Background: an optimization exercise with open tools, aiming at small area, a short achievable clock period and few clock cycles. Do not read the settings as production practice. Power and IR drop assume default switching activity.

## adc_acq
module adc_acq (
    input  wire        clk,
    input  wire        rst,        
    input  wire        start,
    input  wire        dev24,      
    input  wire [7:0]  n,          
    input  wire [2:0]  gain,       
    input  wire [30:0] vref_uv,    
    output reg         ready,
    input  wire        s_valid,
    input  wire [23:0] s_data,     
    input  wire        s_timeout,  
    output reg         s_ready,
    output reg         done,
    output wire [31:0] res_raw,    
    output wire [31:0] res_uv,     
    output reg         res_to      
);
    localparam [22:0] M = 23'h7fffff;
    reg         flush;      
    reg         first;      
    reg         inv;        
    reg         div;        
    reg         hv;         
    reg         fin;        
    reg         f1, f2, f3;
    reg         abort;      
    reg         gz;         
    reg         op_dev24;
    reg  [7:0]  nd;         
    reg  [7:0]  cnt;        
    reg  [2:0]  gcnt;       
    reg  [36:0] V;          
    reg  [31:0] acc;        
    reg  [59:0] P;          
    reg         neg;        
  ...
Settings: LEC_CHECK=0, ABC_AREA=1, CAP_MARGIN=20, CORE_MARGIN=2, CORE_UTILIZATION=40, CTS_BUF_LIST=sky130_fd_sc_hd__clkbuf_4 sky130_fd_sc_hd__clkbuf_8, SLEW_MARGIN=20, TNS_END_PERCENT=0; clock period 11.0 ns.
standard.sh (not shown) runs the stock make flow with config.mk's settings and CLKGATE_MAP_FILE= SYNTH_SCRIPT=/design/flow/synth_recipe.tcl, a recipe that flattens the netlist after the stock synthesis.
==> flow/flow/run.sh <==
#!/bin/bash
# Standard layout, with the timing repair aiming for 7.5 ns of setup slack
# (a 3.5 ns path at the 11 ns clock) and the port buffers made from buf_2.
set -euo pipefail
export SETUP_SLACK_MARGIN=7.5
export BUFFER_PORTS_ARGS="-buffer_cell sky130_fd_sc_hd__buf_2"
bash standard.sh > standard.log 2>&1
Then changed:
==> flow/flow/run.sh (replaced) <==
#!/bin/bash
# Standard layout, with the timing repair aiming for 7.5 ns of setup slack
# (a 3.5 ns path at the 11 ns clock) and the port buffers made from buf_1.
set -euo pipefail
export SETUP_SLACK_MARGIN=7.5
export BUFFER_PORTS_ARGS="-buffer_cell sky130_fd_sc_hd__buf_1"
bash standard.sh > standard.log 2>&1
Total power fell slightly.
Design area fell slightly.
Via count rose slightly.
Core utilization fell by 0.22 points.
Clock skew rose by 0.0040 ns.
Final cell count rose slightly.
No run of this note included a check of the RTL's function; only the layout flow was run.

========
Setup of the previous run:
The RTL this note starts from:
==> flow/design.v <==
module adc_acq (
    input  wire        clk,
    input  wire        rst,        
    input  wire        start,
    input  wire        dev24,      
    input  wire [7:0]  n,          
    input  wire [2:0]  gain,       
    input  wire [30:0] vref_uv,    
    output reg         ready,
    input  wire        s_valid,
    input  wire [23:0] s_data,     
    input  wire        s_timeout,  
    output reg         s_ready,
    output reg         done,
    output wire [31:0] res_raw,    
    output wire [31:0] res_uv,     
    output reg         res_to      
);
    localparam [22:0] M = 23'h7fffff;
    reg         flush;      
    reg         first;      
    reg         inv;        
    reg         div;        
    reg         hv;         
    reg         fin;        
    reg         f1, f2, f3;
    reg         abort;      
    reg         gz;         
    reg         op_dev24;
    reg  [7:0]  nd;         
    reg  [7:0]  cnt;        
    reg  [2:0]  gcnt;       
    reg  [36:0] V;          
    reg  [23:0] sreg;       
    reg  [31:0] acc;        
    reg  [59:0] P;          
    reg         neg;        
    assign res_raw = acc;
    assign res_uv  = P[31:0];
    wire take = s_valid & s_ready;
    reg  [36:0] v16;
    always @(*) begin
        case (gain)
            3'd0:    v16 = 37'd12000 * M;
            3'd1:    v16 = 37'd8000  * M;
            3'd2:    v16 = 37'd4000  * M;
            3'd3:    v16 = 37'd2000  * M;
            3'd4:    v16 = 37'd1000  * M;
            3'd5:    v16 = 37'd500   * M;
            default: v16 = 37'd8000  * M;
        endcase
    end
    wire [31:0] add_a = (fin ? {8'd0, acc[23:0]} : acc) ^ {32{inv}};
    wire [31:0] add_b = {{8{sreg[23]}}, sreg};
    wire [31:0] add_o;
    wire        add_co;
    bk_add #(32) u_acc (.a(add_a), .b(add_b), .ci(inv), .s(add_o), .co(add_co));
    wire [8:0]  d_t1 = {acc[31:24], acc[23]};
    wire [9:0]  d_s1 = {1'b0, d_t1} - {2'b00, nd};
    wire        d_q1 = ~d_s1[9];
    wire [7:0]  d_r1 = d_q1 ? d_s1[7:0] : d_t1[7:0];
    wire [8:0]  d_t2 = {d_r1, acc[22]};
    wire [9:0]  d_s2 = {1'b0, d_t2} - {2'b00, nd};
    wire        d_q2 = ~d_s2[9];
    wire [7:0]  d_r2 = d_q2 ? d_s2[7:0] : d_t2[7:0];
    wire [31:0] divout = {d_r2, acc[21:0], d_q1, d_q2};
    wire        div_step = div & gz & ~(first & neg);
    wire [39:0] h_p  = {P[37:0], 2'b00};
    wire [39:0] h_x0 = acc[0] ? {3'd0, V} : 40'd0;
    wire [39:0] h_x1 = acc[1] ? {2'd0, V, 1'b0} : 40'd0;
    wire [39:0] h_s  = h_p ^ h_x0 ^ h_x1;
    wire [39:0] h_c  = (h_p & h_x0) | (h_p & h_x1) | (h_x0 & h_x1);
    wire [39:0] h_lo;
    wire        h_co;
    bk_add #(40) u_hor (.a(h_s), .b({h_c[38:0], 1'b0}), .ci(1'b0), .s(h_lo), .co(h_co));
    wire [19:0] h_up  = P[57:38];
    wire [19:0] h_upi = h_up + 20'd1;
    wire [59:0] hsum  = {(h_co | h_c[39]) ? h_upi : h_up, h_lo};
    wire [30:0] wh = P[59:29];
    wire [22:0] f_a = wh[22:0];
    wire [22:0] f_b = P[28:6];
    wire [22:0] f_k = 23'h3fffff;
    wire [22:0] f_s = f_a ^ f_b ^ f_k;
    wire [22:0] f_c = (f_a & f_b) | (f_a & f_k) | (f_b & f_k);
    wire [22:0] f_x;
    wire        f_co;
    bk_add #(23) u_f1 (.a(f_s), .b({f_c[21:0], 1'b0}), .ci(P[5]), .s(f_x), .co(f_co));
    wire [24:0] x  = {f_c[22] & f_co, f_c[22] ^ f_co, f_x};
    wire [8:0]  sh  = {1'b0, wh[30:23]} + {7'd0, P[24:23]};
    wire [23:0] cc  = {1'b0, P[22:0]} + {15'd0, sh} + 24'd1;
    wire [9:0]  shn = {1'b0, sh} - {9'd0, neg};
    wire [10:0] q_lo  = {1'b0, wh[9:0]} + {1'b0, P[9:0]} + {10'd0, P[10]};
    wire [21:0] q_up  = {1'b0, wh[30:10]};
    wire [21:0] q_upi = q_up + 22'd1;
    wire [21:0] q_upd = q_up - 22'd1;
    wire [31:0] q     = {(q_lo[10] & ~P[9]) ? q_upi : (~q_lo[10] & P[9]) ? q_upd : q_up, q_lo[9:0]};
    wire [31:0] uv = q ^ {32{neg}};
    wire [2:0] gcnt_nx = ready ? (dev24 ? ((gain == 3'd7) ? 3'd6 : (3'd6 - gain)) : 3'd0)
                               : ((gcnt != 3'd0) ? gcnt - 3'd1 : 3'd0);
    wire       last_div = div_step & (cnt == 8'd1);
    always @(posedge clk) begin
        if (take & ~s_timeout)
            sreg <= op_dev24 ? s_data : {s_data[15:0], 8'd0};
        else
            sreg <= 24'd0;
        gcnt <= gcnt_nx;
        gz   <= (gcnt_nx == 3'd0);
        if (ready)
            V <= dev24 ? {6'd0, vref_uv} : v16;
        else if (gcnt != 3'd0)
            V <= {V[35:0], 1'b0};
        if (ready) begin
            op_dev24 <= dev24;
            nd       <= n;
        end
        if (ready | abort)
            acc <= 32'd0;
        else if (div_step)
            acc <= divout;
        else
            acc <= add_o;
        if (hv)
            P <= hsum;
        else if (f1)
            P[24:0] <= x;
        else if (f2)
            P[10:0] <= {cc[23], shn};
        else if (f3)
            P[31:0] <= uv;
        else
            P <= 60'd0;
        if (flush) neg <= add_o[31];
        inv <= (flush & add_o[31]) | (last_div & neg);
        if (ready)
            cnt <= n;
        else if (take & ~s_timeout)
            cnt <= cnt - 8'd1;
        else if (flush)
            cnt <= op_dev24 ? 8'd12 : 8'd8;
        else if (div_step)
            cnt <= cnt - 8'd1;
        if (ready)
            res_to <= 1'b0;
        else if (take & s_timeout)
            res_to <= 1'b1;
        if (rst) begin
            ready   <= 1'b1;
            s_ready <= 1'b0;
            done    <= 1'b0;
            flush   <= 1'b0;
            first   <= 1'b0;
            div     <= 1'b0;
            hv      <= 1'b0;
            fin     <= 1'b0;
            f1      <= 1'b0;
            f2      <= 1'b0;
            f3      <= 1'b0;
            abort   <= 1'b0;
        end else begin
            ready   <= ready ? ~start : (f3 | abort);
            s_ready <= (ready & start & (n != 8'd0)) |
                       (s_ready & ~(take & (s_timeout | (cnt == 8'd1))));
            flush   <= take & ~s_timeout & (cnt == 8'd1);
            first   <= flush | (first & ~neg & ~div_step);
            div     <= flush | (div & ~last_div);
            hv      <= div_step;
            fin     <= last_div;
            f1      <= fin;
            f2      <= f1;
            f3      <= f2;
            abort   <= (ready & start & (n == 8'd0)) | (take & s_timeout);
            done    <= f3 | abort;
        end
    end
endmodule
module bk_add #(parameter W = 32) (
    input  wire [W-1:0] a,
    input  wire [W-1:0] b,
    input  wire         ci,
    output wire [W-1:0] s,
    output wire         co
);
    localparam L = (W <= 2) ? 1 : (W <= 4) ? 2 : (W <= 8) ? 3 : (W <= 16) ? 4 : (W <= 32) ? 5 : 6;
    wire [W-1:0] p0 = a ^ b;
    wire [W-1:0] g0 = a & b;
    wire [W-1:0] gp [0:2*L];
    wire [W-1:0] pp [0:2*L];
    genvar i, l;
    generate
        for (i = 0; i < W; i = i + 1) begin : init
            if (i == 0) begin : b0
                assign gp[0][i] = g0[0] | (p0[0] & ci);
                assign pp[0][i] = 1'b0;
            end else begin : bi
                assign gp[0][i] = g0[i];
                assign pp[0][i] = p0[i];
            end
        end
        for (l = 0; l < L; l = l + 1) begin : up
            for (i = 0; i < W; i = i + 1) begin : b
                if (((i + 1) % (2 << l)) == 0) begin : n
                    assign gp[l+1][i] = gp[l][i] | (pp[l][i] & gp[l][i - (1 << l)]);
                    assign pp[l+1][i] = pp[l][i] & pp[l][i - (1 << l)];
                end else begin : w
                    assign gp[l+1][i] = gp[l][i];
                    assign pp[l+1][i] = pp[l][i];
                end
            end
        end
        for (l = L - 1; l >= 1; l = l - 1) begin : dn
            for (i = 0; i < W; i = i + 1) begin : b
                if (((i + 1) % (1 << l)) == (1 << (l - 1)) && (i + 1) > (1 << l)) begin : n
                    assign gp[2*L-l][i] = gp[2*L-l-1][i] | (pp[2*L-l-1][i] & gp[2*L-l-1][i - (1 << (l-1))]);
                    assign pp[2*L-l][i] = pp[2*L-l-1][i] & pp[2*L-l-1][i - (1 << (l-1))];
                end else begin : w
                    assign gp[2*L-l][i] = gp[2*L-l-1][i];
                    assign pp[2*L-l][i] = pp[2*L-l-1][i];
                end
            end
        end
    endgenerate
    wire [W-1:0] c = gp[2*L-1];    
    assign s  = p0 ^ {c[W-2:0], ci};
    assign co = c[W-1];
endmodule
export LEC_CHECK = 0
export CAP_MARGIN = 20
export CORE_MARGIN = 2
export CORE_UTILIZATION = 40
export CTS_BUF_LIST = sky130_fd_sc_hd__clkbuf_4 sky130_fd_sc_hd__clkbuf_8
export SLEW_MARGIN = 20
create_clock -name core_clock -period 11.0 [get_ports {clk}]
==> flow/flow/run.sh <==
#!/bin/bash
# Standard layout, with the timing repair aiming for 7.2 ns of setup slack
# (a 3.8 ns path at the 11 ns clock) and the port buffers made from buf_2.
set -euo pipefail
export SETUP_SLACK_MARGIN=7.2
export BUFFER_PORTS_ARGS="-buffer_cell sky130_fd_sc_hd__buf_2"
bash standard.sh > standard.log 2>&1
diff inputs: the previous run => the current run
diff --git a/flow/config.mk b/flow/config.mk
--- a/flow/config.mk
+++ b/flow/config.mk
@@ -12,0 +13 @@
+export TNS_END_PERCENT = 0
The current run finished every step from synthesis to the final layout, and the layout passed the timing, DRC and antenna checks. The total met2 wirelength after detailed routing of the current run is lower than that of the previous run. Number of top-level pins essentially unchanged between the current run and the previous run. Changes observed in the current run relative to the previous run: share of the clock period used by the worst path fell 0.26 points; post-synthesis adder-cell area fraction shows no meaningful change; tightest slew margin relative to the limit now sits higher.
No functional check of the RTL was part of any run of this note.

static timing again, ports no longer ideal:
The results above use ideal ports. As a check the final layouts listed here were re-extracted and re-timed, cells and wires unchanged.
Step 1 assumes that a clkbuf_16 drives the clock port and a buf_2 every other input.
Step 2 times the ports against the registers' clock, not the clock port: input delays grow and output delays shrink by t, the midpoint of the rising clock arrivals with the driver on.
Slacks: ideal / step 1 / step 2; pairs: ideal / step 1.
run	shift t [ns]	setup WS [ns]	worst data-port slew with drivers (ns)	cell pins on the clock port's net
the first run of note 1	0.581	7.294 / 7.264 / 6.992	0.04	1
the second run of note 1	0.572	7.352 / 7.305 / 6.904	0.04	1
the previous run	0.568	6.806 / 6.806 / 6.806	0.05	1
the current run	0.578	6.835 / 6.835 / 6.835	0.03	1
After both steps every run listed still meets setup and hold. The setup slack of the second run of note 1, which loses most, moves by -0.047 ns with the drivers and by -0.448 ns with both steps.
